Source: an optimization exercise on an open RTL-to-GDS flow (aim: small area). Production flows keep margins and buffers that such runs may drop.
Only simulation tests tie the RTL to the original design; equivalence was not proved.
In every run shown here, the design's own scripts or RTL, not TritonCTS, make the clock network.
The clock input has no modelled driver; a real chip could not lean on it and would need a root buffer or a full tree.
Power is estimated from default activity; no workload was simulated.

`flow/config.mk`:
```
export PLATFORM = sky130hd
export DESIGN_NAME = camctl
export DESIGN_NICKNAME = camctl
export VERILOG_FILES = /design/flow/design.v
export SDC_FILE = /design/flow/constraint.sdc
export NUM_CORES = 4
export LEC_CHECK = 0
export CAP_MARGIN = 20
export CORE_MARGIN = 2
export CORE_UTILIZATION = 65
export SLEW_MARGIN = 20
```
`flow/constraint.sdc`:
```
create_clock -name core_clock -period 6.0 [get_ports {clk}]
set_input_delay 1.2000 -clock core_clock [delete_from_list [all_inputs] [get_ports {clk}]]
set_output_delay 1.2000 -clock core_clock [all_outputs]
set_load 0.01 [all_outputs]
```
`flow/design.v`:
```
module camctl_bus (
    input  wire       clk,
    input  wire       rst,
    input  wire       cmd_valid,
    output wire       cmd_ready,
    input  wire [2:0] cmd_op,
    input  wire [7:0] cmd_addr,
    input  wire [7:0] cmd_val,
    output wire       rsp_valid,
    output reg  [1:0] rsp_status,    
    output wire [7:0] rsp_code,
    output wire [7:0] rsp_data,
    output wire       tr_req,
    output reg        tr_we,
    output reg  [7:0] tr_addr,
    output reg  [7:0] tr_wdata,
    input  wire       tr_done,
    input  wire       tr_fail,
    input  wire [7:0] tr_rdata,
    output wire       log_valid,
    output wire [1:0] log_kind,
    output wire [7:0] log_data
);
    localparam [3:0] S_IDLE = 4'd0;
    localparam [3:0] S_RS   = 4'd1;    
    localparam [3:0] S_RT1  = 4'd2;    
    localparam [3:0] S_RP1  = 4'd3;    
    localparam [3:0] S_RL1  = 4'd4;    
    localparam [3:0] S_RT2  = 4'd5;    
    localparam [3:0] S_RP2  = 4'd6;    
    localparam [3:0] S_RL2  = 4'd7;    
    localparam [3:0] S_RR   = 4'd8;    
    localparam [3:0] S_WS   = 4'd9;    
    localparam [3:0] S_WV   = 4'd10;   
    localparam [3:0] S_WT   = 4'd11;   
    localparam [3:0] S_WP   = 4'd12;   
    localparam [3:0] S_RESP = 4'd13;   
    localparam [3:0] S_P    = 4'd14;   
    reg  [3:0] step;
    reg  [7:0] ra;
    reg  [7:0] rv;
    reg        rd;          
    reg        sent;        
    wire [2:0] dly = rv[2:0];   
    wire [2:0] att = rv[5:3];   
    wire       pq  = rv[6];     
    wire latched = |rsp_status;
    wire poll    = (step == S_RP1) || (step == S_RP2) || (step == S_WP);
    wire reqstep = (step == S_RS) || (step == S_RT1) || (step == S_RT2) ||
                   (step == S_RR) || (step == S_WS) || (step == S_WV) ||
                   (step == S_WT) || (step == S_P);
    wire ans     = tr_done || tr_fail;
    assign cmd_ready = (step == S_IDLE);
    assign tr_req    = !latched && (reqstep || (poll && pq));
    assign rsp_valid  = (step == S_RESP);
    assign rsp_code   = ra & {8{rsp_status == 2'd1}};
    assign rsp_data   = ra & {8{rd && !latched}};
    wire st_ok   = (tr_rdata == 8'h00);
    wire st_busy = (tr_rdata == 8'h03);
    wire st_fail = (tr_rdata == 8'h04);
    wire unk_log = poll && pq && tr_done && !(st_ok || st_busy || st_fail);
    assign log_valid = unk_log || (step == S_RL1) || (step == S_RL2);
    assign log_kind  = unk_log ? 2'd1 : 2'd2;
    assign log_data  = unk_log ? tr_rdata : {6'd0, step == S_RL2, step == S_RL1};
    always @(*) begin
        tr_we    = 1'b1;
        tr_addr  = 8'hF5;
        tr_wdata = 8'h00;
        case (step)
        S_RS:  begin tr_addr = 8'hF2; tr_wdata = sent ? rv : ra; end
        S_RT1: tr_wdata = 8'h33;
        S_RT2: tr_wdata = 8'hF9;
        S_RR:  begin tr_we = 1'b0; tr_addr = 8'hF4; end
        S_WS:  begin tr_addr = 8'hF2; tr_wdata = sent ? 8'hFF : ra; end
        S_WV:  begin tr_addr = 8'hF3; tr_wdata = sent ? 8'h00 : rv; end
        S_WT:  tr_wdata = 8'h37;
        S_P:   begin tr_we = !rd; tr_addr = ra; tr_wdata = rv; end
        default: begin tr_we = 1'b0; tr_addr = 8'hF6; end
        endcase
    end
    wire poll_end  = poll && (latched || (pq && ans && (tr_fail || st_ok || st_fail || att == 3'd5)));
    wire poll_good = pq && tr_done && st_ok;
    wire trigger = (step == S_RT1) || (step == S_RT2) || (step == S_WT);
    always @(posedge clk) begin
        if (step == S_IDLE) begin
            if (!latched)
                ra <= cmd_addr;
            rv   <= cmd_val;
            rd   <= (cmd_op == 3'd1) || (cmd_op == 3'd4);
            sent <= (cmd_op == 3'd5) && (cmd_addr == 8'hFF);
        end else begin
            if (ans && !latched)
                ra <= tr_rdata;
            if (trigger)
                rv[6:0] <= 7'd0;
            else if (poll && !latched) begin
                if (!pq) begin
                    rv[5:0] <= rv[5:0] + 6'd1;
                    if (dly == 3'd7)
                        rv[6] <= 1'b1;
                end else if (ans) begin
                    rv[6] <= 1'b0;
                end
            end
        end
    end
    always @(posedge clk) begin
        if (rst) begin
            step <= S_IDLE;
            rsp_status <= 2'd0;
        end else begin
            if (tr_req && tr_fail)
                rsp_status <= 2'd1;
            case (step)
            S_IDLE: if (cmd_valid) begin
                if (cmd_op == 3'd2) begin
                    rsp_status <= 2'd0;
                    step <= S_RESP;
                end else if (latched)
                    step <= S_RESP;
                else if (cmd_op == 3'd4 || (cmd_op == 3'd5 && cmd_addr == 8'hFF))
                    step <= S_RS;
                else if (cmd_op[2] || cmd_op[1])
                    step <= S_WS;
                else
                    step <= S_P;
            end
            S_RP1, S_RP2: if (poll_end)
                step <= poll_good ? step + 4'd2 : step + 4'd1;
            S_WP: if (poll_end) begin
                if (!poll_good && !latched && !tr_fail)
                    rsp_status <= 2'd2;
                step <= S_RESP;
            end
            S_RR: if (latched || ans)
                step <= sent ? S_WS : S_RESP;
            S_P: if (latched || ans)
                step <= S_RESP;
            S_RESP: step <= S_IDLE;
            S_RL1, S_RL2: step <= step + 4'd1;
            default: if (latched || ans)
                step <= step + 4'd1;
            endcase
        end
    end
endmodule
module camctl_rx (
    input  wire        clk,
    input  wire        rst,
    input  wire        s_valid,
    input  wire [7:0]  s_data,
    input  wire        s_last,
    input  wire        s_restart,
    input  wire        cfg_varlen,
    input  wire [23:0] cfg_expected,
    output reg         q_valid,
    output wire [1:0]  q_outcome,
    output wire        q_close,
    output wire [11:0] q_len
);
    localparam [1:0] O_FIRST     = 2'd0;
    localparam [1:0] O_INTER     = 2'd1;
    localparam [1:0] O_LAST      = 2'd2;
    localparam [1:0] O_DISCARDED = 2'd3;
    reg  [3:0]  pos;         
    reg         bad;         
    reg         fid;
    reg         eof;
    reg         boundary;    
    reg  [31:0] pts;         
    reg  [31:0] last_pts;
    reg         last_zero;   
    reg         last_fid;
    reg         discarding;
    reg         frame_open;
    reg  [23:0] acc;         
    reg         over;        
    wire [10:0] plen = pts[10:0];
    reg  [7:0]  last_byte;
    always @(*) begin
        case (pos[1:0])
        2'd2:    last_byte = last_pts[7:0];
        2'd3:    last_byte = last_pts[15:8];
        2'd0:    last_byte = last_pts[23:16];
        default: last_byte = last_pts[31:24];
        endcase
        if (last_zero)
            last_byte = 8'd0;
    end
    wire first_now = s_valid && pos == 4'd11 && boundary && !bad;
    always @(posedge clk) begin
        if (rst) begin
            pos     <= 4'd0;
            q_valid <= 1'b0;
        end else begin
            q_valid <= s_valid && s_last;
            if (s_valid) begin
                if (s_last)
                    pos <= 4'd0;
                else if (pos != 4'd12)
                    pos <= pos + 4'd1;
            end
        end
    end
    always @(posedge clk) begin
        if (s_valid) begin
            if (pos == 4'd0)
                bad <= (s_data != 8'd12);
            if (pos == 4'd1) begin
                bad      <= bad || s_data[6] || !s_data[2];
                fid      <= s_data[0];
                eof      <= s_data[1];
                boundary <= (s_data[0] != last_fid);
            end
            if (s_last && pos < 4'd11)
                bad <= 1'b1;
            if (pos >= 4'd2 && pos <= 4'd5) begin
                pts      <= {s_data, pts[31:8]};
                boundary <= boundary || (s_data != last_byte);
            end
            if (pos == 4'd11)
                pts[10:0] <= 11'd0;
            if (pos == 4'd12)
                pts[10:0] <= plen + 11'd1;
        end
    end
    always @(posedge clk) begin
        if (s_valid && pos == 4'd11 && boundary) begin
            acc  <= 24'd0;
            over <= 1'b0;
        end else if (s_valid && pos == 4'd12) begin
            acc  <= acc + 24'd1;
            over <= over || (&acc);
        end
    end
    wire size_bad = !cfg_varlen && (over || acc != cfg_expected);
    reg [1:0] outc;
    always @(*) begin
        if (bad)              outc = O_DISCARDED;
        else if (boundary)    outc = O_FIRST;
        else if (discarding)  outc = O_DISCARDED;
        else if (!frame_open) outc = O_DISCARDED;
        else if (eof)         outc = size_bad ? O_DISCARDED : O_LAST;
        else                  outc = O_INTER;
    end
    assign q_outcome = outc;
    assign q_close   = frame_open && (outc == O_FIRST);
    assign q_len     = {1'b0, plen & {11{outc != O_DISCARDED}}};
    always @(posedge clk) begin
        if (first_now)
            last_pts <= pts;
        if (rst || s_restart) begin
            last_zero  <= 1'b1;
            last_fid   <= 1'b0;
            discarding <= 1'b0;
            frame_open <= 1'b0;
        end else begin
            if (first_now) begin
                last_zero <= 1'b0;
                last_fid  <= fid;
            end
            if (q_valid) begin
                case (outc)
                O_FIRST: begin
                    discarding <= 1'b0;
                    frame_open <= 1'b1;
                end
                O_LAST: begin
                    last_zero  <= 1'b1;
                    frame_open <= 1'b0;
                end
                O_DISCARDED: begin
                    discarding <= 1'b1;
                    frame_open <= 1'b0;
                end
                default: ;
                endcase
            end
        end
    end
endmodule
module camctl (
    input  wire        clk,
    input  wire        rst,
    input  wire        cmd_valid,
    output wire        cmd_ready,
    input  wire [2:0]  cmd_op,
    input  wire [7:0]  cmd_addr,
    input  wire [7:0]  cmd_val,
    output wire        rsp_valid,
    output wire [1:0]  rsp_status,
    output wire [7:0]  rsp_code,
    output wire [7:0]  rsp_data,
    output wire        tr_req,
    output wire        tr_we,
    output wire [7:0]  tr_addr,
    output wire [7:0]  tr_wdata,
    input  wire        tr_done,
    input  wire        tr_fail,
    input  wire [7:0]  tr_rdata,
    output wire        log_valid,
    output wire [1:0]  log_kind,
    output wire [7:0]  log_data,
    input  wire        s_valid,
    input  wire [7:0]  s_data,
    input  wire        s_last,
    input  wire        s_restart,
    input  wire        cfg_varlen,
    input  wire [23:0] cfg_expected,
    output wire        q_valid,
    output wire [1:0]  q_outcome,
    output wire        q_close,
    output wire [11:0] q_len
);
    camctl_bus u_bus (
        .clk        (clk),
        .rst        (rst),
        .cmd_valid  (cmd_valid),
        .cmd_ready  (cmd_ready),
        .cmd_op     (cmd_op),
        .cmd_addr   (cmd_addr),
        .cmd_val    (cmd_val),
        .rsp_valid  (rsp_valid),
        .rsp_status (rsp_status),
        .rsp_code   (rsp_code),
        .rsp_data   (rsp_data),
        .tr_req     (tr_req),
        .tr_we      (tr_we),
        .tr_addr    (tr_addr),
        .tr_wdata   (tr_wdata),
        .tr_done    (tr_done),
        .tr_fail    (tr_fail),
        .tr_rdata   (tr_rdata),
        .log_valid  (log_valid),
        .log_kind   (log_kind),
        .log_data   (log_data)
    );
    camctl_rx u_rx (
        .clk          (clk),
        .rst          (rst),
        .s_valid      (s_valid),
        .s_data       (s_data),
        .s_last       (s_last),
        .s_restart    (s_restart),
        .cfg_varlen   (cfg_varlen),
        .cfg_expected (cfg_expected),
        .q_valid      (q_valid),
        .q_outcome    (q_outcome),
        .q_close      (q_close),
        .q_len        (q_len)
    );
endmodule
```
`flow/flow/run.sh`:
```
#!/bin/bash
# Standard ORFS layout with three changes:
#  - after the standard synthesis, its combinational logic is re-mapped for
#    area by flow/resyn.tcl (registers untouched), with each flow/resyn_*.abc
#    script; the smallest netlist whose pre-layout setup slack is at least
#    0.6 ns is laid out (the standard netlist if none is);
#  - ports get buf_1 buffers;
#  - the clock tree is two levels of buffers built by flow/cts_hook.tcl.
# Each tool's output goes to a log file in this folder.
set -euo pipefail
here=$(pwd)
platform=$FLOW_HOME/platforms/sky130hd
lib=$platform/lib/sky130_fd_sc_hd__tt_025C_1v80.lib
res=$here/orfs/results/sky130hd/camctl/base

bash standard.sh synth > synth.log 2>&1

cp $res/1_2_yosys.v $here/std_synth.v
dont_use="$(grep -o 'cell *( *"\?sky130_fd_sc_hd__\(lpflow\|probe\)[a-z0-9_]*' $lib | grep -o 'sky130_fd_sc_hd__[a-z0-9_]*' | sort -u | tr '\n' ' ')"
for abc in $here/flow/resyn_*.abc; do
    c=$(basename $abc .abc)
    (
        RESYN_IN=$here/std_synth.v RESYN_OUT=$here/$c.v RESYN_LIB=$lib RESYN_ABC=$abc \
        RESYN_DONT_USE="$dont_use" yosys -c $here/flow/resyn.tcl > $c.log 2>&1 || true
    ) &
done
wait
best=$here/std_synth.v
best_area=
for abc in $here/flow/resyn_*.abc; do
    c=$(basename $abc .abc)
    [[ -s $here/$c.v ]] || continue
    area=$(grep "Chip area for module '\\\\camctl'" $c.log | tail -1 | awk '{print $NF}')
    STA_NETLIST=$here/$c.v STA_PLATFORM=$platform STA_SDC=$here/constraint.sdc \
        openroad -no_init -exit $here/flow/sta.tcl > $c.sta.log 2>&1 || true
    slack=$(grep '^slack' $c.sta.log | awk '{print $2}')
    echo "$c area $area slack $slack" >> choice.log
    [[ -n "$area" && -n "$slack" ]] || continue
    if awk -v s=$slack 'BEGIN { exit !(s >= 0.6) }' &&
       { [[ -z "$best_area" ]] || awk -v a=$area -v b=$best_area 'BEGIN { exit !(a < b) }'; }; then
        best=$here/$c.v
        best_area=$area
    fi
done
echo "chosen $best" >> choice.log
cp $best $res/1_2_yosys.v
rm -f $res/1_synth.odb $res/1_synth.sdc

export BUFFER_PORTS_ARGS="-buffer_cell sky130_fd_sc_hd__buf_1"
export PRE_CTS_TCL="$here/flow/cts_hook.tcl"
export MY_CTS_LEAVES=${MY_CTS_LEAVES:-8}
export MY_CTS_LEAF=${MY_CTS_LEAF:-sky130_fd_sc_hd__clkbuf_8}
export MY_CTS_ROOT=${MY_CTS_ROOT:-sky130_fd_sc_hd__clkbuf_4}
bash standard.sh > layout.log 2>&1
```
`flow/flow/cts_hook.tcl`:
```
# Sourced by ORFS cts.tcl before its clock_tree_synthesis call (PRE_CTS_TCL).
# Replaces clock_tree_synthesis with a two-level tree: one root buffer on the
# clock port driving one leaf buffer per group of flip-flops (the
# placed clock pins split at medians into groups of nearly equal size).
# Every flip-flop is two buffers from the port.

proc clock_tree_synthesis { args } {
  set nleaf     [expr { [info exists ::env(MY_CTS_LEAVES)] ? $::env(MY_CTS_LEAVES) : 4 }]
  set leaf_cell [expr { [info exists ::env(MY_CTS_LEAF)] ? $::env(MY_CTS_LEAF) : "sky130_fd_sc_hd__clkbuf_8" }]
  set root_cell [expr { [info exists ::env(MY_CTS_ROOT)] ? $::env(MY_CTS_ROOT) : "sky130_fd_sc_hd__clkbuf_4" }]
  set db    [ord::get_db]
  set block [ord::get_db_block]
  set clk   [$block findNet clk]
  set sinks {}
  set xs {}
  set ys {}
  foreach it [$clk getITerms] {
    set loc [$it getAvgXY]
    lappend sinks $it
    lappend xs [lindex $loc 1]
    lappend ys [lindex $loc 2]
  }
  set n [llength $sinks]
  puts "my_cts: $n sinks, $nleaf leaves of $leaf_cell, root $root_cell"
  # split the clock pins at medians, along the wider side of each group,
  # into nleaf groups of nearly equal size
  set all {}
  for { set i 0 } { $i < $n } { incr i } { lappend all $i }
  set todo [list [list $all $nleaf]]
  set groups {}
  while { [llength $todo] > 0 } {
    lassign [lindex $todo 0] members k
    set todo [lrange $todo 1 end]
    if { $k <= 1 } {
      lappend groups $members
      continue
    }
    set gx {}
    set gy {}
    foreach i $members {
      lappend gx [lindex $xs $i]
      lappend gy [lindex $ys $i]
    }
    set wx [expr { [tcl::mathfunc::max {*}$gx] - [tcl::mathfunc::min {*}$gx] }]
    set wy [expr { [tcl::mathfunc::max {*}$gy] - [tcl::mathfunc::min {*}$gy] }]
    set keyed {}
    foreach i $members {
      lappend keyed [list $i [expr { $wx >= $wy ? [lindex $xs $i] : [lindex $ys $i] }]]
    }
    set sorted {}
    foreach e [lsort -integer -index 1 $keyed] { lappend sorted [lindex $e 0] }
    set k1 [expr { $k / 2 }]
    set h [expr { [llength $sorted] * $k1 / $k }]
    lappend todo [list [lrange $sorted 0 [expr { $h - 1 }]] $k1]
    lappend todo [list [lrange $sorted $h end] [expr { $k - $k1 }]]
  }
  set nleaf [llength $groups]
  set asg [lrepeat $n 0]
  set cx {}
  set cy {}
  set sc {}
  set k 0
  foreach g $groups {
    set sx 0.0
    set sy 0.0
    foreach i $g {
      lset asg $i $k
      set sx [expr { $sx + [lindex $xs $i] }]
      set sy [expr { $sy + [lindex $ys $i] }]
    }
    lappend cx [expr { int($sx / [llength $g]) }]
    lappend cy [expr { int($sy / [llength $g]) }]
    lappend sc [llength $g]
    incr k
  }
  set root_master [$db findMaster $root_cell]
  set leaf_master [$db findMaster $leaf_cell]
  set root [odb::dbInst_create $block $root_master clkbuf_root]
  set rnet [odb::dbNet_create $block clknet_root]
  $rnet setSigType CLOCK
  [$root findITerm A] connect $clk
  [$root findITerm X] connect $rnet
  set ax 0.0
  set ay 0.0
  set used 0
  for { set k 0 } { $k < $nleaf } { incr k } {
    if { [lindex $sc $k] == 0 } { continue }
    set b [odb::dbInst_create $block $leaf_master clkbuf_leaf_$k]
    set net [odb::dbNet_create $block clknet_leaf_$k]
    $net setSigType CLOCK
    [$b findITerm A] connect $rnet
    [$b findITerm X] connect $net
    for { set i 0 } { $i < $n } { incr i } {
      if { [lindex $asg $i] == $k } {
        set it [lindex $sinks $i]
        $it disconnect
        $it connect $net
      }
    }
    $b setLocation [lindex $cx $k] [lindex $cy $k]
    $b setPlacementStatus PLACED
    set ax [expr { $ax + [lindex $cx $k] }]
    set ay [expr { $ay + [lindex $cy $k] }]
    incr used
    puts "my_cts: leaf $k at [lindex $cx $k] [lindex $cy $k] with [lindex $sc $k] sinks"
  }
  $root setLocation [expr { int($ax / $used) }] [expr { int($ay / $used) }]
  $root setPlacementStatus PLACED
  $clk setSigType CLOCK
  set_propagated_clock [all_clocks]
}
```
`flow/flow/resyn.tcl`:
```
# Yosys script (yosys -c): re-map the combinational logic of the standard
# synthesis netlist for area. Flip-flops and tie cells stay as they are, with
# their instance names, so the registers match the standard synthesis.
# Environment: RESYN_IN, RESYN_OUT (netlists), RESYN_LIB (liberty),
# RESYN_ABC (abc script), RESYN_DONT_USE (cells abc must not use).
yosys read_liberty -ignore_miss_func $::env(RESYN_LIB)
yosys read_verilog $::env(RESYN_IN)
yosys hierarchy -top camctl
yosys setattr -mod -set keep_hierarchy 1 sky130_fd_sc_hd__*df* sky130_fd_sc_hd__*dl* sky130_fd_sc_hd__conb_1
yosys flatten
yosys opt_clean -purge
set dont_use {}
foreach c $::env(RESYN_DONT_USE) { lappend dont_use -dont_use $c }
yosys abc -liberty $::env(RESYN_LIB) {*}$dont_use -script $::env(RESYN_ABC)
yosys opt_clean -purge
yosys read_liberty -lib -overwrite -ignore_miss_func $::env(RESYN_LIB)
yosys hilomap -singleton -hicell sky130_fd_sc_hd__conb_1 HI -locell sky130_fd_sc_hd__conb_1 LO
yosys insbuf -buf sky130_fd_sc_hd__buf_1 A X
yosys select camctl
yosys stat -liberty $::env(RESYN_LIB)
yosys check -assert
yosys write_verilog -noattr -nohex -nodec -selected $::env(RESYN_OUT)
```
`flow/flow/resyn_amap.abc`:
```
strash
&get -n
&deepsyn -T 10 -S 1
&put
dch -f
amap
```
`flow/flow/resyn_amap2.abc`:
```
strash
&get -n
&deepsyn -T 10 -S 2
&put
dch -f
amap
```
`flow/flow/resyn_nfr.abc`:
```
strash
&get -n
&deepsyn -T 10 -S 1
&put
dch -f
&get -n
&nf -R 1000
&put
```
`flow/flow/sta.tcl`:
```
# Pre-layout setup slack of a netlist (no wires, ideal clock), to choose
# among re-mapped netlists. Environment: STA_NETLIST, STA_PLATFORM (the
# platform folder), STA_SDC.
set p $::env(STA_PLATFORM)
read_lef $p/lef/sky130_fd_sc_hd.tlef
read_lef $p/lef/sky130_fd_sc_hd_merged.lef
read_liberty $p/lib/sky130_fd_sc_hd__tt_025C_1v80.lib
read_verilog $::env(STA_NETLIST)
link_design camctl
read_sdc $::env(STA_SDC)
puts "slack [sta::format_time [sta::worst_slack_cmd max] 3]"
```
`flow/standard.sh`:
```
#!/bin/bash
# synth_recipe.tcl (not shown) runs the flow's synth.tcl, then flattens the netlist and writes it again
# the make line also repeats each setting of config.mk as NAME=value (left out here)
make -C /OpenROAD-flow-scripts/flow DESIGN_CONFIG=/design/flow/config.mk WORK_HOME=/design/flow/orfs CLKGATE_MAP_FILE= SYNTH_SCRIPT=/design/flow/synth_recipe.tcl "${@:-finish}"
```
==> results of run 1 <==
## per-stage QoR
| stage | std cells | hold slack (ns) | instance area [um2] | setup slack [ns] |
|---|---|---|---|---|
| 5_1_grt | 923 | 0.465 | 6830 | 0.0191 |
| 6_report | 923 | 0.454 | 6830 | 0.920 |
| 4_1_cts | 923 | 0.451 | 6810 | 0.502 |
| 3_5_place_dp | 914 | 0.430 | 6700 | 0.378 |
| 3_3_place_gp | 914 | 0.426 | 6700 | 0.816 |
| 2_1_floorplan | 671 | 0.421 | 6040 | 1.35 |
## area by class of cell
type / count / area, um2
flip-flops and latches: 126 / 3380
inverters: 116 / 435
fillers: 676 / 2280
well taps: 111 / 139
multi-input cells: 426 / 2230
repair buffers: 135 / 522
plain buffers: 9 / 118
## flip-flops by register name, summed over array words and instances, names as in the netlist
| name | cells |
|---|---|
| u_rx.frame_open | 1 |
| u_rx.pos | 4 |
| u_bus.rd | 1 |
| u_rx.q_valid | 1 |
| u_rx.pts | 32 |
| u_bus.sent | 1 |
| u_rx.last_fid | 1 |
| u_bus.step | 4 |
| u_rx.boundary | 1 |
| u_bus.ra | 8 |
| u_rx.discarding | 1 |
| u_rx.fid | 1 |
| u_rx.eof | 1 |
| u_bus.rsp_status | 2 |
| u_rx.last_pts | 32 |
| u_rx.last_zero | 1 |
| u_rx.acc | 24 |
| u_rx.bad | 1 |
| u_rx.over | 1 |
| u_bus.rv | 8 |
## final timing paths
kind                      from                 to  cells past startpoint
setup / recovery       s_valid       u_rx.acc[23]                     27
hold / removal    u_rx.pts[27]  u_rx.last_pts[27]                      0
setup reg to reg   u_rx.pos[1]       u_rx.acc[23]                     29
hold reg to reg   u_rx.pts[27]  u_rx.last_pts[27]                      0
## power by group through the flow
stage / logic (uW) / clock network (uW) / registers, uW
floorplan: 662 / 0 / 1230
global placement: 933 / 0 / 1260
detailed placement: 963 / 0 / 1260
CTS: 963 / 373 / 1250
global route: 1080 / 395 / 1260
finish: 986 / 368 / 1250
## per-layer routing
| layer | share of wire | track usage | vias to the layer above |
|---|---|---|---|
| met1 | 0.38 | 0.385 | 2557 |
| met5 | 0 | 0 | - |
| met2 | 0.50 | 0.529 | 296 |
| met3 | 0.091 | 0.0230 | 43 |
| li1 | - | - | 2688 |
| met4 | 0.033 | 0.0959 | 0 |
## cells in the final DEF, fill, tap and decap left out, types with 5 or more instances in the layout
cell      instances
dfxtp_1          40
nor4_1            6
a211oi_1         13
nor2_1          135
o21ai_0          46
o32ai_1          10
clkbuf_8          8
o22ai_1          18
o21a_1            5
buf_1           131
a221oi_1          6
a31oi_1           6
clkinv_1        115
a21oi_1          36
nand3_1          13
o221ai_1         10
edfxtp_1         86
nand2_1          52
nor3_1           20
==> out/qor.csv, run 1 <==
stage,metric,value,unit
status,status,finished clean,
place,Detailed Place HPWL,12.1,mm
detailed_routing,Routed Wire Length,15.7,mm
pwr,Tot Pwr,2600,uW
critical_path,Crit Path Max Fanout,10,
sta,Final Hold Vio Count,0,
place,port bufs,131,
pwr,P_leak,0.00224,uW
logic_synthesis,Synth Area per Inst,9.01,um2
detailed_routing,post-DR wirelength/cell,17.0,um
hold_path,Hold Crit Class,reg2reg,
sta,"Setup violations, final",0,
critical_path,Setup crit end kind,flip-flop,
critical_path,CP top delay family,simple AND/OR/NAND/NOR gates,
grt,initial antenna violation count,0,
die,row cnt,35,
detailed_routing,via count,5584,
critical_path,"Buf+Inv Stages, Crit Path",2,
critical_path,slowest library cell on the worst path,clkinv_1,
die,Die Area,10100,um2
critical_path,CP arrival,5.47,ns
die,starting density of the core,0.664,
detailed_routing,Pre-antenna DRT Iters,6,
die,Top Ports,133,
clock_tree,Post CTS Setup Buffer Count,0,
final_layout,Final Core Density,0.749,
pwr,NetSw,1040,uW
pwr,peak supply drop,0.000252,V
sta,min Tclk post-route,5.08,ns
grt,Global Route Usage Sum,0.296,
clock_tree,CTS Hold Bufs,0,
detailed_routing,Routed Antenna Nets,0,
clock_tree,Clock transition at path regs,0.10,ns
detailed_routing,DRC errors left,0,
detailed_routing,vias per cell,6.05,
pwr,switch share,0.400,
final_layout,share of layout cells above drive strength 1,0.0234,
run,# Max-Cap Violations,0,
final_layout,Antenna Cells,0,
sta,Post-Route Setup TNS,0,ns
pwr,Seq pwr share,0.480,
grt,largest net degree at the start of global routing,35,
sta,pins over their slew limit,0,
sta,post-route clock period utilization,0.847,
clock_tree,Clock Latency Late Sink,0.49,ns
sta,Tightest Pin Transition,0.843,ns
logic_synthesis,cells after synthesis,671,
critical_path,slowest cell delay on critical path,0.29,ns
detailed_routing,Initial DRC Count,429,
sta,relative slew slack,0.432,
critical_path,reg2reg setup slack,0.92,ns
logic_synthesis,Syn. warnings,2,
critical_path,Most common cell on crit path,nand2_1,
final_layout,NumNets Final,882,
final_layout,P&R area growth vs syn,12.9,%
place,GP Congestion,0.965,
pwr,Comb pwr share,0.379,
die,Core Area,9110,um2
sta,Max Clock Freq,0.197,GHz
pwr,P per Cell Area,381,nW/um2
logic_synthesis,Post-Syn Area,6040,um2
clock_tree,"Gates resized, CTS repair",0,
grt,total congestion overflow,0,
sta,RSZ-0062 raised after global routing,no,
critical_path,Critical Path RT,6.39,ns
critical_path,Setup Crit Path Kind,in2reg,
pwr,clock power share,0.142,
grt,first-pass GRT wire length,24.0,mm
sta,Worst Clk Skew,0.0232,ns
pwr,Internal,1560,uW
die,Die Width,100,um
grt,vias in the first global route,5072,
logic_synthesis,Mapped Nets,739,
critical_path,Worst setup SP type,input port,
die,Die Height,100,um
==> run 2, diff against run 1 <==
==> flow/flow/resyn_amap3.abc (new file) <==
strash
&get -n
&deepsyn -T 10 -S 3
&put
dch -f
amap
==> flow/flow/resyn_nfr2.abc (new file) <==
strash
&get -n
&deepsyn -T 10 -S 2
&put
dch -f
&get -n
&nf -R 1000
&put
==> run 2 against run 1 <==
Against the previous run: critical path depth is 1 higher; sequential power shrank 11%; sequential share of layout area grew 0.082 points; worst setup slack better by 0.17 ns; power decreased by 16%; clock skew decreased by 0.016 ns; clock power decreased by 2%; register-to-register slack improved by 0.22 ns; global-route usage decreased by 1.6 points; flip-flop and latch count is the same; routed wire length is 8.9% lower.
==> out/qor.csv, run 2 <==
stage,metric,value,unit,change
clock_tree,Clock transition at path regs,0.09,ns,about the same
grt,Global Route Usage Sum,0.280,,-0.0159
detailed_routing,DRC errors left,0,,unchanged
die,Die Area,10100,um2,-0.23%
grt,met2 GRT Util,0.477,,-0.0521
clock_tree,Clock Latency Late Sink,0.46,ns,-0.03 ns
critical_path,Setup Crit Path Kind,in2reg,,
grt,met3 usage in global routing,0.0195,,-0.00348
critical_path,Critical Path RT,6.35,ns,-0.04 ns
detailed_routing,Routed Antenna Nets,0,,unchanged
final_layout,Final Core Density,0.748,,-0.00124
pwr,P per Cell Area,322,nW/um2,-15%
sta,Post-Route Setup TNS,0,ns,unchanged
detailed_routing,Initial DRC Count,397,,-7.5%
pwr,P_leak,0.00219,uW,-2.4%
place,DP Worst Slack,0.642,ns,+0.264 ns
critical_path,worst flop-to-flop path startpoint,u_rx.pos[1],,
die,row cnt,35,,unchanged
final_layout,highest-count cells in the layout ignoring fill and taps,"nor2_1 (150), buf_1 (131), clkinv_1 (111)",,
final_layout,top flop regs,"u_rx.last_pts x32, u_rx.pts x32, u_rx.acc x24",,
detailed_routing,Pre-antenna DRT Iters,7,,+1
grt,first-pass GRT wire length,23.0,mm,-4.3%
critical_path,Crit Path Max Fanout,14,,+4
critical_path,Setup crit end kind,flip-flop,,
grt,total congestion overflow,0,,unchanged
logic_synthesis,Mapped Nets,732,,-0.95%
hold_path,Hold Crit Class,reg2reg,,
final_layout,"commonest non-fill, non-tap cell in the layout",nor2_1,,
place,Detailed Place HPWL,11.3,mm,-7.1%
logic_synthesis,Post-Syn Area,6030,um2,-0.25%
critical_path,CP startpoint,s_valid,,
detailed_routing,post-DR wirelength/cell,15.6,um,-8.3%
final_layout,Antenna Cells,0,,unchanged
die,Die Width,100,um,-0.11%
final_layout,P&R area growth vs syn,13.0,%,about the same
sta,Max Clock Freq,0.204,GHz,+3.4%
final_layout,NumNets Final,876,,-0.68%
sta,"Setup violations, final",0,,unchanged
sta,pins over their slew limit,0,,unchanged
logic_synthesis,Synth Area per Inst,9.08,um2,+0.80%
grt,vias in the first global route,4904,,-3.3%
detailed_routing,via count,5434,,-2.7%
grt,most used routing layer,met2,,
sta,Tightest Pin Transition,0.698,ns,-0.145 ns
die,Die Height,100,um,-0.11%
sta,post-route setup slack,1.09,ns,+0.168 ns
clock_tree,Post CTS Setup Buffer Count,0,,unchanged
grt,largest net degree at the start of global routing,36,,+2.9%
place,GP Congestion,0.970,,+0.53%
grt,met1 GRT Util,0.413,,+0.0280
critical_path,CP arrival,5.26,ns,-0.21 ns
hold_path,startpoint of the worst hold path,u_rx.pts[31],,
sta,min Tclk post-route,4.91,ns,-0.168 ns
pwr,peak supply drop,0.000254,V,+0.75%
pwr,Tot Pwr,2200,uW,-16%
detailed_routing,Routed Wire Length,14.3,mm,-8.9%
critical_path,Worst setup SP type,input port,,
logic_synthesis,Syn. warnings,2,,unchanged
place,Post-DP Area,6700,um2,unchanged
sta,Final Hold Vio Count,0,,unchanged
grt,initial antenna violation count,0,,unchanged
detailed_routing,vias per cell,5.93,,-2.0%
sta,Worst Clk Skew,0.00766,ns,-0.0155 ns
place,port bufs,131,,unchanged
final_layout,cell area after layout,6810,um2,-0.16%
sta,RSZ-0062 raised after global routing,no,,
run,# Max-Cap Violations,0,,unchanged
sta,post-route clock period utilization,0.819,,-0.0279
die,Top Ports,133,,unchanged
die,starting density of the core,0.662,,-0.00165
status,status,finished clean,,
die,Core Area,9110,um2,unchanged
clock_tree,"Gates resized, CTS repair",0,,unchanged
clock_tree,CTS Hold Bufs,0,,unchanged
final_layout,share of layout cells above drive strength 1,0.0199,,-0.00355
sta,relative slew slack,0.535,,+0.103
logic_synthesis,cells after synthesis,664,,-1.0%
[run 2: final timing paths]
check        slack [ns]      endpoint  depth (start not counted)
max                1.09  u_rx.acc[23]                         28
min                0.45  u_rx.pts[23]                          0
max reg2reg        1.14  u_rx.acc[23]                         28
min reg2reg        0.45  u_rx.pts[23]                          0
[run 2: report_power, final]
part | switching, uW | internal (uW) | total (uW) | leakage, uW
clock network | 236 | 127 | 362 | 0.0000621
registers | 61.8 | 1050 | 1110 | 0.00112
logic | 502 | 221 | 723 | 0.00101
total | 799 | 1400 | 2200 | 0.00219
[run 2: final cells by class]
cell class	count	area (um2)
Inverter	111	417
Timing Repair Buffer	136	529
Multi-Input combinational cell	424	2230
Fill cell	696	2290
Tap cell	111	139
Sequential cell	126	3380
Buffer	9	118
[run 2: metrics by stage]
step,instances,hold slack [ns]
after detailed placement,908,0.435
after global placement,908,0.425
after CTS,917,0.456
after global routing,917,0.467
after floorplan,664,0.421
final,917,0.453
[run 2: routing by layer]
layer  wire (um)  up-vias
met3        1150       18
met4         168        0
met5           0        -
met2        6840      253
li1            -     2644
met1        6170     2519
[run 2: critical path: stages]
cell,delay [ns]
buf_1,0.08
clkinv_1,0.34
nor2_1,0.27
nand2_1,0.11
nor2_1,0.17
nand2_1,0.11
nor2_1,0.17
nand2_1,0.11
nor2_1,0.17
nand2_1,0.11
nor2_1,0.18
nand2_1,0.11
nor2_1,0.17
nand2_1,0.12
nor2_1,0.17
nand2_1,0.11
nor2_1,0.17
nand2_1,0.11
nor2_1,0.17
nand2_1,0.10
nor2_1,0.21
nand2_1,0.10
nor2_1,0.13
nand2_1,0.09
nor2_1,0.20
a21oi_1,0.13
nor2_1,0.09
a21oi_1,0.05
==> run 3, diff against run 2 <==
--- a/flow/design.v
+++ b/flow/design.v
@@ -117,6 +117,6 @@
                     rsp_status <= 2'd0;
                     step <= S_RESP;
-                end else if (latched)
-                    step <= S_RESP;
+                end else if (latched || cmd_op[2:1] == 2'b11)
+                    step <= S_RESP;       
                 else if (cmd_op == 3'd4 || (cmd_op == 3'd5 && cmd_addr == 8'hFF))
                     step <= S_RS;
--- a/flow/flow/run.sh
+++ b/flow/flow/run.sh
@@ -49,5 +49,5 @@
 export BUFFER_PORTS_ARGS="-buffer_cell sky130_fd_sc_hd__buf_1"
 export PRE_CTS_TCL="$here/flow/cts_hook.tcl"
-export MY_CTS_LEAVES=${MY_CTS_LEAVES:-8}
+export MY_CTS_LEAVES=${MY_CTS_LEAVES:-7}
 export MY_CTS_LEAF=${MY_CTS_LEAF:-sky130_fd_sc_hd__clkbuf_8}
 export MY_CTS_ROOT=${MY_CTS_ROOT:-sky130_fd_sc_hd__clkbuf_4}
==> flow/flow/resyn_amap.abc (replaced) <==
strash
&get -n
&deepsyn -T 20 -S 1
&put
dch -f
amap
==> flow/flow/resyn_amap2.abc (replaced) <==
strash
&get -n
&deepsyn -T 20 -S 2
&put
dch -f
amap
==> flow/flow/resyn_amap3.abc (replaced) <==
strash
&get -n
&deepsyn -T 20 -S 3
&put
dch -f
amap
==> flow/flow/resyn_nfr.abc (replaced) <==
strash
&get -n
&deepsyn -T 20 -S 1
&put
dch -f
&get -n
&nf -R 1000
&put
==> flow/flow/resyn_nfr2.abc (replaced) <==
strash
&get -n
&deepsyn -T 20 -S 2
&put
dch -f
&get -n
&nf -R 1000
&put
==> run 3 against run 2 <==
Against the previous run: combinational power increased by 28%; sequential power increased by 7%; final cell count increased by 0.33%; flip-flop and latch count unchanged; sequential share of layout area decreased by 0.082 points; critical path type unchanged; routed wire length increased by 12%; power increased by 13%; synthesized area increased by 0.71%; design area increased by 0.17%; critical path depth decreased by 2; first-iteration DRC count increased by 2.3%; register-to-register slack got worse by 0.42 ns.
==> out/qor.csv, run 3 <==
stage,metric,value,unit,change
die,Die Width,101,um,+0.33%
sta,pins over their slew limit,0,,unchanged
clock_tree,CTS Hold Bufs,0,,unchanged
sta,min Tclk post-route,5.31,ns,+0.393 ns
pwr,Seq pwr share,0.483,,-0.023
logic_synthesis,Mapped Nets,738,,+0.82%
hold_path,Hold Crit Class,reg2reg,,
detailed_routing,via count,5629,,+3.6%
critical_path,CP top delay family,simple AND/OR/NAND/NOR gates,,
critical_path,slowest library cell on the worst path,nor3_2,,
detailed_routing,Routed Wire Length,16.1,mm,+12%
pwr,peak supply drop,0.000249,V,-2.2%
place,GP Congestion,0.976,,+0.65%
grt,initial antenna violation count,0,,unchanged
run,# Max-Cap Violations,0,,unchanged
die,row cnt,35,,unchanged
final_layout,"commonest non-fill, non-tap cell in the layout",nor2_1,,
pwr,clock power share,0.143,,-0.022
critical_path,R2R depth,27,,-3.6%
hold_path,hold-critical path depth,0,,unchanged
grt,met3 usage in global routing,0.0270,,+0.00755
logic_synthesis,Synth Area per Inst,9.06,um2,-0.20%
clock_tree,Post CTS Setup Buffer Count,0,,unchanged
final_layout,top flop regs,"u_rx.last_pts x32, u_rx.pts x32, u_rx.acc x24",,
final_layout,highest-count cells in the layout ignoring fill and taps,"nor2_1 (147), buf_1 (131), clkinv_1 (110)",,
place,Detailed Place HPWL,12.5,mm,+11%
grt,total congestion overflow,0,,unchanged
final_layout,Final Core Density,0.746,,-0.00235
final_layout,Antenna Cells,0,,unchanged
place,port bufs,131,,unchanged
sta,"Setup violations, final",0,,unchanged
grt,vias in the first global route,5335,,+8.8%
critical_path,Most common cell on crit path,nand2_1,,
die,Core Area,9150,um2,+0.48%
detailed_routing,Initial DRC Count,406,,+2.3%
critical_path,"Buf+Inv Stages, Crit Path",2,,unchanged
grt,met2 GRT Util,0.548,,+0.0717
critical_path,Critical Path RT,6.37,ns,+0.02 ns
grt,most used routing layer,met2,,
die,Die Height,101,um,+0.33%
pwr,P per Cell Area,362,nW/um2,+12%
detailed_routing,post-DR wirelength/cell,17.5,um,+12%
critical_path,Worst setup SP type,input port,,
pwr,P_leak,0.00224,uW,+2.3%
sta,Final Hold Vio Count,0,,unchanged
critical_path,reg2reg setup slack,0.72,ns,-0.42 ns
pwr,switch share,0.396,,+0.0317
sta,RSZ-0062 raised after global routing,no,,
hold_path,startpoint of the worst hold path,u_rx.pts[23],,
grt,largest net degree at the start of global routing,36,,unchanged
grt,first-pass GRT wire length,25.2,mm,+9.8%
clock_tree,Clock transition at path regs,0.12,ns,+0.03 ns
sta,Tightest Pin Transition,0.849,ns,+0.152 ns
critical_path,r2r endpoint,u_rx.acc[23],,
logic_synthesis,cells after synthesis,670,,+0.90%
sta,Worst Clk Skew,0.0140,ns,+0.00631 ns
sta,Max Clock Freq,0.188,GHz,-7.4%
detailed_routing,DRC errors left,0,,unchanged
critical_path,worst flop-to-flop path startpoint,u_rx.pos[2],,
die,Die Area,10100,um2,+0.67%
critical_path,Crit Path Max Fanout,8,,-6
die,Top Ports,133,,unchanged
logic_synthesis,Syn. warnings,2,,unchanged
detailed_routing,vias per cell,6.12,,+3.3%
detailed_routing,Pre-antenna DRT Iters,5,,-2
detailed_routing,Routed Antenna Nets,0,,unchanged
sta,relative slew slack,0.428,,-0.107
die,starting density of the core,0.663,,+0.00148
grt,Global Route Usage Sum,0.309,,+0.0290
critical_path,slowest cell delay on critical path,0.29,ns,-0.05 ns
logic_synthesis,Post-Syn Area,6070,um2,+0.71%
sta,Post-Route Setup TNS,0,ns,unchanged
grt,met1 GRT Util,0.401,,-0.0119
final_layout,share of layout cells above drive strength 1,0.0185,,-0.00131
pwr,Internal,1490,uW,+6.9%
final_layout,P&R area growth vs syn,12.4,%,
final_layout,NumNets Final,879,,+0.34%
critical_path,CP arrival,5.67,ns,+0.41 ns
clock_tree,Clock Latency Late Sink,0.47,ns,about the same
status,status,finished clean,,
critical_path,Setup Crit Path Kind,in2reg,,
pwr,NetSw,978,uW,+22%
hold_path,hold endpoint,u_rx.pts[15],,
pwr,Comb pwr share,0.374,,+0.045
critical_path,Setup crit end kind,flip-flop,,
sta,post-route clock period utilization,0.884,,+0.0655
final_layout,Fill cells,657,,-5.6%
==> run 3: changes by cell type in the layout (fill, tap and decap cells not counted), moves of 5 or more <==
cell / before / now
nor2b_1: 4 / 11
nor3b_1: 9 / 1
a21oi_1: 27 / 38
o21ai_0: 36 / 41
o22ai_1: 16 / 11
nand2_1: 52 / 43
nor3_1: 18 / 23
a222oi_1: 8 / 3
a2111oi_0: 6 / 1
==> run 3: metrics by stage <==
| step | setup WS (ns) | std cells | power (uW) | hold WS [ns] | cell area (um2) |
|---|---|---|---|---|---|
| 6_report | 0.695 | 920 | 2470 | 0.444 | 6830 |
| 5_1_grt | 0.0644 | 920 | 2620 | 0.449 | 6830 |
| 4_1_cts | 0.733 | 920 | 2460 | 0.443 | 6820 |
| 3_5_place_dp | 0.269 | 912 | 2120 | 0.437 | 6710 |
| 3_3_place_gp | 0.805 | 912 | 2080 | 0.428 | 6710 |
| 2_1_floorplan | 1.32 | 670 | 1790 | 0.418 | 6070 |
==> run 3: power by group through the flow <==
stage                     logic [uW]  clock network, uW  registers, uW
after global routing            1030                376           1210
after CTS                        908                355           1190
after detailed placement         908                  0           1210
after floorplan                  616                  0           1180
final                            924                353           1190
after global placement           879                  0           1210
==> run 3: final cells by class <==
type                    count  area, um2  share of cell area
repair buffers            135        522              0.0764
plain buffers               8        104              0.0152
well taps                 111        139              0.0203
inverters                 110        413              0.0605
multi-input cells         430       2260               0.332
flip-flops and latches    126       3380               0.496
==> run 3: worst max-delay path by stage <==
stage	from	to	slack, ns	cells past startpoint
after global placement	s_valid	u_rx.acc[23]	0.81	26
after floorplan	s_valid	u_rx.acc[23]	1.32	25
after detailed placement	s_valid	u_rx.acc[23]	0.27	27
after CTS	s_valid	u_rx.acc[23]	0.73	27
final	s_valid	u_rx.acc[23]	0.69	26
after global routing	s_valid	u_rx.acc[23]	0.06	27
==> run 3: what timing repair did <==
item,CTS,global route
gates resized for setup,0,1
endpoints found under the setup margin,0,2
endpoints found under the hold margin,0,0
==> run 3: metal layers <==
| layer | vias to the layer above | routed length, um | share of wire |
|---|---|---|---|
| met5 | - | 0 | 0 |
| met4 | 0 | 495 | 0.031 |
| met2 | 297 | 8340 | 0.52 |
| met1 | 2603 | 5960 | 0.37 |
| li1 | 2674 | - | - |
| met3 | 55 | 1290 | 0.080 |
==> run 4, diff against run 3 <==
--- a/flow/flow/run.sh
+++ b/flow/flow/run.sh
@@ -49,5 +49,5 @@
 export BUFFER_PORTS_ARGS="-buffer_cell sky130_fd_sc_hd__buf_1"
 export PRE_CTS_TCL="$here/flow/cts_hook.tcl"
-export MY_CTS_LEAVES=${MY_CTS_LEAVES:-7}
+export MY_CTS_LEAVES=${MY_CTS_LEAVES:-8}
 export MY_CTS_LEAF=${MY_CTS_LEAF:-sky130_fd_sc_hd__clkbuf_8}
 export MY_CTS_ROOT=${MY_CTS_ROOT:-sky130_fd_sc_hd__clkbuf_4}
==> run 4 against run 3 <==
Against the previous run: maximum frequency rose by 1.6%; largest power group unchanged; synthesized cell count rose by 1.2%; register-to-register slack improved by 0.15 ns; highest routed layer unchanged; clock skew rose by 0.0048 ns; clock power rose by 6.2%; design area rose by 0.38%; die area rose by 0.24%; global-route usage fell by 0.42 points; via count rose by 0.39%; combinational power fell by 0.5%; flip-flop and latch count did not move; sequential power barely moved.
==> out/qor.csv, run 4 <==
stage,metric,value,unit,change
status,status,finished clean,,
sta,relative slew slack,0.467,,+0.0395
critical_path,Critical Path RT,6.43,ns,+0.06 ns
sta,Max Clock Freq,0.192,GHz,+1.6%
die,Die Height,101,um,+0.12%
logic_synthesis,Post-Syn Area,6090,um2,+0.25%
detailed_routing,Routed Wire Length,15.9,mm,-0.99%
grt,Global Route Usage Sum,0.305,,-0.00418
final_layout,register area,3380,um2,unchanged
grt,largest net degree at the start of global routing,36,,unchanged
sta,Post-Route Setup TNS,0,ns,unchanged
final_layout,highest-count cells in the layout ignoring fill and taps,"nor2_1 (144), buf_1 (131), clkinv_1 (116)",,
detailed_routing,DRC errors left,0,,unchanged
critical_path,Crit Path Max Fanout,11,,+3
sta,Worst Clk Skew,0.0187,ns,+0.00477 ns
place,GP Congestion,0.933,,-4.4%
die,Top Ports,133,,unchanged
sta,post-route clock period utilization,0.870,,-0.0140
final_layout,NumNets Final,888,,+1.0%
clock_tree,Clock Latency Late Sink,0.50,ns,+0.03 ns
critical_path,reg2reg setup slack,0.87,ns,+0.15 ns
hold_path,Hold Crit Class,reg2reg,,
sta,RSZ-0062 raised after global routing,no,,
hold_path,hold-critical path depth,0,,unchanged
final_layout,Antenna Cells,0,,unchanged
final_layout,Fill cells,688,,+4.7%
critical_path,worst flop-to-flop path startpoint,u_rx.pos[2],,
detailed_routing,Initial DRC Count,356,,-12%
run,# Max-Cap Violations,0,,unchanged
pwr,Seq pwr share,0.482,,about the same
final_layout,top flop regs,"u_rx.last_pts x32, u_rx.pts x32, u_rx.acc x24",,
die,row cnt,35,,unchanged
place,port bufs,131,,unchanged
die,Die Width,101,um,+0.12%
pwr,switch share,0.400,,+0.00489
sta,Final Hold Vio Count,0,,unchanged
clock_tree,Post CTS Setup Buffer Count,0,,unchanged
critical_path,Setup Crit Path Kind,in2reg,,
die,Core Area,9150,um2,unchanged
pwr,P per Cell Area,365,nW/um2,+0.66%
pwr,clock power share,0.150,,+0.007
pwr,Comb pwr share,0.368,,-0.006
detailed_routing,post-DR wirelength/cell,17.1,um,-1.9%
final_layout,"commonest non-fill, non-tap cell in the layout",nor2_1,,
detailed_routing,via count,5651,,+0.39%
sta,pins over their slew limit,0,,unchanged
critical_path,R2R depth,28,,+3.7%
sta,min Tclk post-route,5.22,ns,-0.0843 ns
critical_path,CP arrival,5.66,ns,about the same
grt,first-pass GRT wire length,24.9,mm,-1.1%
clock_tree,Clock transition at path regs,0.10,ns,-0.02 ns
sta,Tightest Pin Transition,0.799,ns,-0.0503 ns
place,Detailed Place HPWL,12.3,mm,-1.2%
final_layout,P&R area growth vs syn,12.6,%,
place,DP Worst Slack,0.357,ns,+0.0877 ns
critical_path,CP startpoint,s_valid,,
critical_path,Worst setup SP type,input port,,
grt,total congestion overflow,0,,unchanged
detailed_routing,Pre-antenna DRT Iters,4,,-1
logic_synthesis,Synth Area per Inst,8.98,um2,-0.94%
final_layout,share of layout cells above drive strength 1,0.0196,,+0.00102
pwr,NetSw,1000,uW,+2.3%
pwr,peak supply drop,0.000221,V,-11%
logic_synthesis,Syn. warnings,2,,unchanged
sta,"Setup violations, final",0,,unchanged
sta,post-route setup slack,0.779,ns,+0.0843 ns
pwr,Tot Pwr,2500,uW,+1.0%
detailed_routing,Routed Antenna Nets,0,,unchanged
pwr,Internal,1500,uW,+0.23%
logic_synthesis,cells after synthesis,678,,+1.2%
grt,vias in the first global route,5300,,-0.66%
detailed_routing,vias per cell,6.08,,-0.58%
pwr,P_leak,0.00226,uW,+0.81%
die,starting density of the core,0.665,,+0.00164
final_layout,Multi-input gate area,2250,um2,-0.44%
die,Die Area,10200,um2,+0.24%
grt,initial antenna violation count,0,,unchanged
critical_path,Setup crit end kind,flip-flop,,
hold_path,startpoint of the worst hold path,u_rx.pts[25],,
logic_synthesis,Mapped Nets,746,,+1.1%
run 4: cell type report:
class	count	share of cell area
Inverter	116	0.0636
Tap cell	111	0.0203
Multi-Input combinational cell	432	0.329
Timing Repair Buffer	135	0.0762
Buffer	9	0.0172
Sequential cell	126	0.494
run 4: final timing paths:
kind,to
min reg2reg,u_rx.pts[17]
max reg2reg,u_rx.acc[23]
max,u_rx.acc[23]
min,u_rx.pts[17]
run 4: critical path, stage by stage:
cell and delay (ns):
buf_1 0.10, clkinv_1 0.28, nor2_1 0.21, nand2_1 0.10, nor2_1 0.19, nand2_1 0.10
nor2_1 0.19, nand2_1 0.10, nor2_1 0.21, nand2_1 0.11, nor2_1 0.21, nand2_1 0.12
nor2_1 0.20, nand2_1 0.10, nor2_1 0.21, nand2_1 0.11, nor2_1 0.20, nand2_1 0.11
nor2_1 0.22, nand2_1 0.14, nor3_1 0.36, nand2_1 0.13, nor2_1 0.22, nand2_1 0.11
nor2_1 0.20, o21ai_0 0.10, a21oi_1 0.13
run 4: power groups by stage:
stage	Combinational, uW	Clock (uW)	Sequential (uW)
after global routing	1020	406	1220
after CTS	900	377	1200
after detailed placement	897	0	1220
after floorplan	606	0	1180
after global placement	876	0	1220
final	919	375	1200
run 4: repair_timing:
item / in CTS / in global routing
resized for setup: 0 / 1
endpoints found under the setup margin: 0 / 2
endpoints found under the hold margin: 0 / 0
hold buffers: 0 / 0
run 4: per-layer routing:
layer	up-vias	track usage	part of all wire
li1	2687	-	-
met1	2631	0.394	0.40
met2	279	0.539	0.49
met3	54	0.0305	0.073
met4	0	0.104	0.037
met5	-	0	0
run 4: through the flow:
| stage | util | std cells | area, um2 | hold slack (ns) |
|---|---|---|---|---|
| final | 0.749 | 929 | 6850 | 0.467 |
| after global routing | 0.749 | 929 | 6850 | 0.470 |
| after CTS | 0.748 | 929 | 6850 | 0.465 |
| after detailed placement | 0.735 | 920 | 6730 | 0.432 |
| after global placement | 0.735 | 920 | 6730 | 0.432 |
| after floorplan | - | 678 | 6090 | 0.421 |
==> run 5, diff against run 4 <==
--- a/flow/config.mk
+++ b/flow/config.mk
@@ -6,6 +6,6 @@
 export NUM_CORES = 4
 export LEC_CHECK = 0
-export CAP_MARGIN = 20
+export CAP_MARGIN = 0
 export CORE_MARGIN = 2
 export CORE_UTILIZATION = 65
-export SLEW_MARGIN = 20
+export SLEW_MARGIN = 0
==> run 5 against run 4 <==
Against the previous run: core utilization fell by 0.15 points; synthesized area down 0.25%; maximum frequency down 0.49%; sequential power is essentially flat; synthesized cell count is 1.2% lower; first-iteration DRC count up 18%; design area shrank 0.20%; combinational power rose by 0.8%; critical path depth fell by 1; routed wire length increased by 0.95%; worst setup slack worse by 0.026 ns; critical path type unchanged; largest cell class unchanged.
==> out/qor.csv, run 5 <==
stage,metric,value,unit,change
status,status,finished clean,,
final_layout,NumNets Final,880,,-0.90%
logic_synthesis,Syn. warnings,2,,unchanged
detailed_routing,Initial DRC Count,420,,+18%
pwr,P_leak,0.00225,uW,-0.46%
detailed_routing,Routed Antenna Nets,0,,unchanged
grt,Global Route Usage Sum,0.309,,+0.00412
pwr,P per Cell Area,363,nW/um2,-0.35%
pwr,NetSw,976,uW,-2.4%
critical_path,Worst setup SP type,input port,,
clock_tree,Post CTS Setup Buffer Count,0,,unchanged
final_layout,highest-count cells in the layout ignoring fill and taps,"nor2_1 (147), buf_1 (131), clkinv_1 (110)",,
critical_path,worst flop-to-flop path startpoint,u_rx.pos[2],,
critical_path,Setup Crit Path Kind,in2reg,,
detailed_routing,Routed Wire Length,16.1,mm,+0.95%
final_layout,top flop regs,"u_rx.last_pts x32, u_rx.pts x32, u_rx.acc x24",,
detailed_routing,vias per cell,6.10,,+0.21%
grt,initial antenna violation count,0,,unchanged
critical_path,CP arrival,5.61,ns,-0.05 ns
pwr,Comb pwr share,0.373,,+0.005
grt,total congestion overflow,0,,unchanged
sta,Worst Clk Skew,0.0133,ns,-0.00540 ns
critical_path,r2r endpoint,u_rx.acc[23],,
place,Post-DP Area,6710,um2,-0.22%
place,port bufs,131,,unchanged
pwr,peak supply drop,0.000220,V,-0.73%
pwr,Tot Pwr,2480,uW,-0.55%
die,Core Area,9150,um2,unchanged
final_layout,Antenna Cells,0,,unchanged
sta,Post-Route Setup TNS,0,ns,unchanged
clock_tree,Clock transition at path regs,0.10,ns,about the same
detailed_routing,DRC errors left,0,,unchanged
sta,RSZ-0062 raised after global routing,no,,
logic_synthesis,Mapped Nets,738,,-1.1%
final_layout,Non-Filler Instances,921,,-0.86%
sta,post-route setup slack,0.754,ns,-0.0255 ns
critical_path,Crit Path Max Fanout,8,,-3
sta,"Setup violations, final",0,,unchanged
detailed_routing,post-DR wirelength/cell,17.5,um,+1.8%
place,Detailed Place HPWL,12.5,mm,+1.3%
pwr,Internal,1510,uW,+0.70%
critical_path,Worst Setup EP,u_rx.acc[23],,
sta,min Tclk post-route,5.25,ns,+0.0255 ns
critical_path,R2R depth,27,,-3.6%
die,row cnt,35,,unchanged
pwr,Seq pwr share,0.481,,about the same
sta,pins over their slew limit,0,,unchanged
place,GP Congestion,0.976,,+4.6%
die,Die Area,10100,um2,-0.24%
detailed_routing,via count,5614,,-0.65%
final_layout,cell area after layout,6840,um2,-0.20%
critical_path,CP startpoint,s_valid,,
sta,Tightest Pin Transition,1.17,ns,+0.367 ns
place,Inst Count DP,912,,-0.87%
die,Die Width,101,um,-0.12%
hold_path,Hold Crit Class,reg2reg,,
pwr,switch share,0.393,,-0.00755
die,Die Height,101,um,-0.12%
final_layout,P&R area growth vs syn,12.6,%,about the same
run,# Max-Cap Violations,0,,unchanged
sta,Final Hold Vio Count,0,,unchanged
sta,relative slew slack,0.223,,-0.245
grt,vias in the first global route,5322,,+0.42%
critical_path,Setup crit end kind,flip-flop,,
final_layout,Fill cells,652,,-5.2%
place,DP Worst Slack,0.269,ns,-0.0877 ns
sta,Max Clock Freq,0.191,GHz,-0.49%
final_layout,share of layout cells above drive strength 1,0.0198,,+0.000193
final_layout,"commonest non-fill, non-tap cell in the layout",nor2_1,,
detailed_routing,Pre-antenna DRT Iters,5,,+1
critical_path,Critical Path RT,6.36,ns,-0.07 ns
grt,first-pass GRT wire length,25.2,mm,+1.1%
sta,post-route clock period utilization,0.874,,+0.00425
die,starting density of the core,0.663,,-0.00164
grt,largest net degree at the start of global routing,36,,unchanged
logic_synthesis,cells after synthesis,670,,-1.2%
die,Top Ports,133,,unchanged
critical_path,reg2reg setup slack,0.92,ns,+0.05 ns
logic_synthesis,Post-Syn Area,6070,um2,-0.25%
clock_tree,Clock Latency Late Sink,0.47,ns,-0.03 ns
pwr,clock power share,0.146,,-0.004
logic_synthesis,Synth Area per Inst,9.06,um2,+0.94%
-- run 5: cell count changes in the layout (fill, tap and decap cells not counted), sizes merged, moves of 3 or more --
cell    change
o22ai       -5
or2         +4
a221o       +3
nor2        +3
a31oi       +3
clkinv      -6
and3        +3
nand2       -6
nand3       -6
a211oi      -3
-- run 5: power groups by stage --
stage | combinational (uW) | sequential (uW) | clock, uW
final | 926 | 1200 | 363
after CTS | 908 | 1190 | 367
after global placement | 879 | 1210 | 0
after global routing | 1030 | 1210 | 395
after floorplan | 616 | 1180 | 0
after detailed placement | 908 | 1210 | 0
-- run 5: worst min-delay path by stage --
stage | start | to | slack, ns | cells after the start
floorplan | u_rx.over | u_rx.over | 0.42 | 1
global placement | u_rx.pts[21] | u_rx.last_pts[21] | 0.43 | 0
detailed placement | u_rx.pts[24] | u_rx.pts[16] | 0.44 | 0
CTS | u_rx.pts[23] | u_rx.pts[15] | 0.45 | 0
global route | u_rx.pts[23] | u_rx.pts[15] | 0.46 | 0
finish | u_rx.pts[23] | u_rx.pts[15] | 0.45 | 0
-- run 5: metal layers --
| layer | global-route usage | vias to the layer above | wire length [um] |
|---|---|---|---|
| met2 | 0.551 | 271 | 8330 |
| met4 | 0.0969 | 0 | 465 |
| met1 | 0.400 | 2621 | 6120 |
| met5 | 0 | - | 0 |
| met3 | 0.0298 | 51 | 1160 |
| li1 | - | 2671 | - |
-- run 5: worst max-delay path: stages --
cell and delay, ns:
buf_1 0.20, clkinv_1 0.24, nor2_1 0.19, nand2_1 0.10, nor2_1 0.22, nand2_1 0.12
nor2_1 0.20, nand2_1 0.11, nor2_1 0.19, nand2_1 0.10, nor2_1 0.20, nand2_1 0.11
nor2_1 0.21, nand2_1 0.11, nor2_1 0.24, nand2_1 0.14, nor2_1 0.21, nand2_1 0.10
nor2_1 0.16, nand2_1 0.14, nor3_2 0.29, nand2_1 0.11, nor2_1 0.21, nand2_1 0.13
nor3_1 0.28, nor3_1 0.09
-- run 5: timing repair --
| action | 4_1_cts | 5_1_grt |
|---|---|---|
| setup endpoints to repair | 0 | 1 |
| hold buffers | 0 | 0 |
| resized for setup | 0 | 2 |
-- run 5: cell type report --
class	instances	area [um2]	share of cell area
multi-input combinational	430	2260	0.331
sequential	126	3380	0.495
tap	111	139	0.0203
inverter	110	413	0.0604
buffer	9	118	0.0172
timing repair buffer	135	522	0.0763
-- run 5: metrics by stage --
| step | util | hold slack, ns |
|---|---|---|
| after floorplan | - | 0.418 |
| after global placement | 0.733 | 0.428 |
| after detailed placement | 0.733 | 0.437 |
| final | 0.747 | 0.454 |
| after global routing | 0.747 | 0.461 |
| after CTS | 0.746 | 0.454 |
==> run 6, diff against run 5 <==
--- a/flow/design.v
+++ b/flow/design.v
@@ -117,6 +117,6 @@
                     rsp_status <= 2'd0;
                     step <= S_RESP;
-                end else if (latched || cmd_op[2:1] == 2'b11)
-                    step <= S_RESP;       
+                end else if (latched)
+                    step <= S_RESP;
                 else if (cmd_op == 3'd4 || (cmd_op == 3'd5 && cmd_addr == 8'hFF))
                     step <= S_RS;
--- a/flow/flow/run.sh
+++ b/flow/flow/run.sh
@@ -2,7 +2,8 @@
 # Standard ORFS layout with three changes:
 #  - after the standard synthesis, its combinational logic is re-mapped for
-#    area by flow/resyn.tcl (registers untouched), with each flow/resyn_*.abc
-#    script; the smallest netlist whose pre-layout setup slack is at least
-#    0.6 ns is laid out (the standard netlist if none is);
+#    area by flow/resyn.tcl (registers untouched), with the abc scripts
+#    flow/resyn_*.abc and several deepsyn seeds; the smallest netlist whose
+#    pre-layout setup slack is at least 0.6 ns is laid out (the standard
+#    netlist if none is);
 #  - ports get buf_1 buffers;
 #  - the clock tree is two levels of buffers built by flow/cts_hook.tcl.
@@ -18,8 +19,16 @@
 cp $res/1_2_yosys.v $here/std_synth.v
 dont_use="$(grep -o 'cell *( *"\?sky130_fd_sc_hd__\(lpflow\|probe\)[a-z0-9_]*' $lib | grep -o 'sky130_fd_sc_hd__[a-z0-9_]*' | sort -u | tr '\n' ' ')"
-for abc in $here/flow/resyn_*.abc; do
-    c=$(basename $abc .abc)
+# candidates: each abc script template with several deepsyn seeds, at most
+# NUM_CORES at a time
+cands=
+for t in amap:1 amap:2 amap:3 amap:4 amap:5 amap:6 nfr:1 nfr:2; do
+    c=resyn_${t%%:*}_s${t##*:}
+    sed "s/SEED/${t##*:}/" $here/flow/resyn_${t%%:*}.abc > $here/$c.abc
+    cands="$cands $c"
+done
+for c in $cands; do
+    while (( $(jobs -r | wc -l) >= ${NUM_CORES:-4} )); do sleep 1; done
     (
-        RESYN_IN=$here/std_synth.v RESYN_OUT=$here/$c.v RESYN_LIB=$lib RESYN_ABC=$abc \
+        RESYN_IN=$here/std_synth.v RESYN_OUT=$here/$c.v RESYN_LIB=$lib RESYN_ABC=$here/$c.abc \
         RESYN_DONT_USE="$dont_use" yosys -c $here/flow/resyn.tcl > $c.log 2>&1 || true
     ) &
@@ -28,6 +37,5 @@
 best=$here/std_synth.v
 best_area=
-for abc in $here/flow/resyn_*.abc; do
-    c=$(basename $abc .abc)
+for c in $cands; do
     [[ -s $here/$c.v ]] || continue
     area=$(grep "Chip area for module '\\\\camctl'" $c.log | tail -1 | awk '{print $NF}')
==> flow/flow/resyn_amap.abc (replaced) <==
strash
&get -n
&deepsyn -T 10 -S SEED
&put
dch -f
amap
==> flow/flow/resyn_nfr.abc (replaced) <==
strash
&get -n
&deepsyn -T 10 -S SEED
&put
dch -f
&get -n
&nf -R 1000
&put
--- a/flow/config.mk
+++ b/flow/config.mk
@@ -6,6 +6,6 @@
 export NUM_CORES = 4
 export LEC_CHECK = 0
-export CAP_MARGIN = 0
+export CAP_MARGIN = 20
 export CORE_MARGIN = 2
 export CORE_UTILIZATION = 65
-export SLEW_MARGIN = 0
+export SLEW_MARGIN = 20
removed: flow/flow/resyn_amap2.abc
removed: flow/flow/resyn_amap3.abc
removed: flow/flow/resyn_nfr2.abc
==> run 6 against run 5 <==
Against the previous run: largest power group unchanged; routed wire length fell by 2.1%; via count is 0.53% lower; critical path depth up 1; design area down 0.18%; first-iteration DRC count up 2.1%; clock power increased by 1%; synthesized cell count up 0.15%; clock skew up 0.0099 ns; maximum frequency grew 3.3%; final cell count grew 0.22%; highest routed layer unchanged; core utilization rose by 0.22 points.
==> out/qor.csv, run 6 <==
stage,metric,value,unit,change
run,# Max-Cap Violations,0,,unchanged
sta,Worst Clk Skew,0.0232,ns,+0.00985 ns
logic_synthesis,Mapped Nets,739,,+0.14%
pwr,P per Cell Area,381,nW/um2,+5.0%
die,Die Width,100,um,-0.22%
sta,Post-Route Setup TNS,0,ns,unchanged
grt,largest net degree at the start of global routing,35,,-2.8%
detailed_routing,Routed Antenna Nets,0,,unchanged
status,status,finished clean,,
grt,Global Route Usage Sum,0.296,,-0.0130
detailed_routing,DRC errors left,0,,unchanged
sta,Hold Slack,0.454,ns,+0.000466 ns
logic_synthesis,cells after synthesis,671,,+0.15%
final_layout,"commonest non-fill, non-tap cell in the layout",nor2_1,,
logic_synthesis,Synth Area per Inst,9.01,um2,-0.60%
detailed_routing,Pre-antenna DRT Iters,6,,+1
hold_path,startpoint of the worst hold path,u_rx.pts[27],,
detailed_routing,via count,5584,,-0.53%
critical_path,r2r endpoint,u_rx.acc[23],,
critical_path,reg2reg setup slack,0.92,ns,about the same
die,Die Height,100,um,-0.22%
detailed_routing,Routed Wire Length,15.7,mm,-2.1%
sta,Final Hold Vio Count,0,,unchanged
sta,Max Clock Freq,0.197,GHz,+3.3%
clock_tree,Clock transition at path regs,0.10,ns,about the same
sta,RSZ-0062 raised after global routing,no,,
critical_path,Crit Path Max Fanout,10,,+2
critical_path,Worst setup SP type,input port,,
sta,post-route clock period utilization,0.847,,-0.0278
die,Die Area,10100,um2,-0.44%
final_layout,NumNets Final,882,,+0.23%
place,Detailed Place HPWL,12.1,mm,-2.9%
place,Inst Count DP,914,,+0.22%
critical_path,worst flop-to-flop path startpoint,u_rx.pos[1],,
place,port bufs,131,,unchanged
place,GP Congestion,0.965,,-1.2%
critical_path,Setup Crit Path Kind,in2reg,,
critical_path,CP arrival,5.47,ns,-0.14 ns
final_layout,top flop regs,"u_rx.last_pts x32, u_rx.pts x32, u_rx.acc x24",,
grt,total congestion overflow,0,,unchanged
final_layout,Antenna Cells,0,,unchanged
pwr,peak supply drop,0.000252,V,+15%
grt,initial antenna violation count,0,,unchanged
hold_path,Hold Crit Class,reg2reg,,
clock_tree,Clock Latency Late Sink,0.49,ns,+0.02 ns
hold_path,hold endpoint,u_rx.last_pts[27],,
pwr,P_leak,0.00224,uW,-0.25%
sta,min Tclk post-route,5.08,ns,-0.167 ns
die,starting density of the core,0.664,,about the same
run 6: worst max-delay path, cell delays in order:
cell and delay [ns]:
buf_1 0.19, clkinv_1 0.29, nor2_1 0.22, nand2_1 0.10, nor2_1 0.16, nand2_1 0.11, nor2_1 0.20, nand2_1 0.10
nor2_1 0.19, nand2_1 0.13, nor2_2 0.17, nand2_1 0.10, nor2_1 0.21, nand2_1 0.11, nor2_1 0.20, nand2_1 0.10
nor2_1 0.19, nand2_1 0.10, nor2_1 0.19, nand2_1 0.14, nor2_2 0.16, nand2_1 0.09, nor2_1 0.16, nand2_1 0.09
nor2_1 0.19, nand2_1 0.12, a211oi_1 0.27
run 6: how the worst max path moves through the flow:
stage,startpoint,end,slack (ns)
floorplan,s_valid,u_rx.acc[23],1.35
global placement,s_valid,u_rx.acc[23],0.82
detailed placement,s_valid,u_rx.acc[23],0.38
CTS,u_rx.pos[1],u_rx.acc[23],0.50
global route,u_rx.pos[2],u_rx.acc[23],0.02
finish,s_valid,u_rx.acc[23],0.92
run 6: cell type report:
class	count	area, um2	share of cell area
Buffer	9	118	0.0172
Sequential cell	126	3380	0.496
Inverter	116	435	0.0638
Timing Repair Buffer	135	522	0.0764
Tap cell	111	139	0.0203
Multi-Input combinational cell	426	2230	0.326
run 6: layer usage:
layer	routed length [um]	share of wire	global-route usage	up-vias
met4	514	0.033	0.0959	0
met3	1430	0.091	0.0230	43
li1	-	-	-	2688
met1	5920	0.38	0.385	2557
met5	0	0	0	-
met2	7870	0.50	0.529	296
run 6: what timing repair did:
action,in CTS,in global routing
hold buffers,0,0
resized for setup,0,4
setup endpoints to repair,0,4
run 6: per-stage QoR:
step,cell area (um2),worst slack (ns),total power (uW)
floorplan,6040,1.35,1890
global placement,6700,0.816,2190
detailed placement,6700,0.378,2230
CTS,6810,0.502,2580
global route,6830,0.0191,2740
finish,6830,0.920,2600
run 6: power by group:
part	internal [uW]	switching (uW)	total (uW)
logic	301	685	986
registers	1140	113	1250
clock network	126	242	368
total	1560	1040	2600

Re-timed with assumed drivers on the ports (clkbuf_16 on the clock, buf_2 on other inputs), run 6 has 0.910 ns of setup slack against 0.920 ns with ideal ports, and 0.396 ns once port delays also move by the mid clock arrival of 0.514 ns.
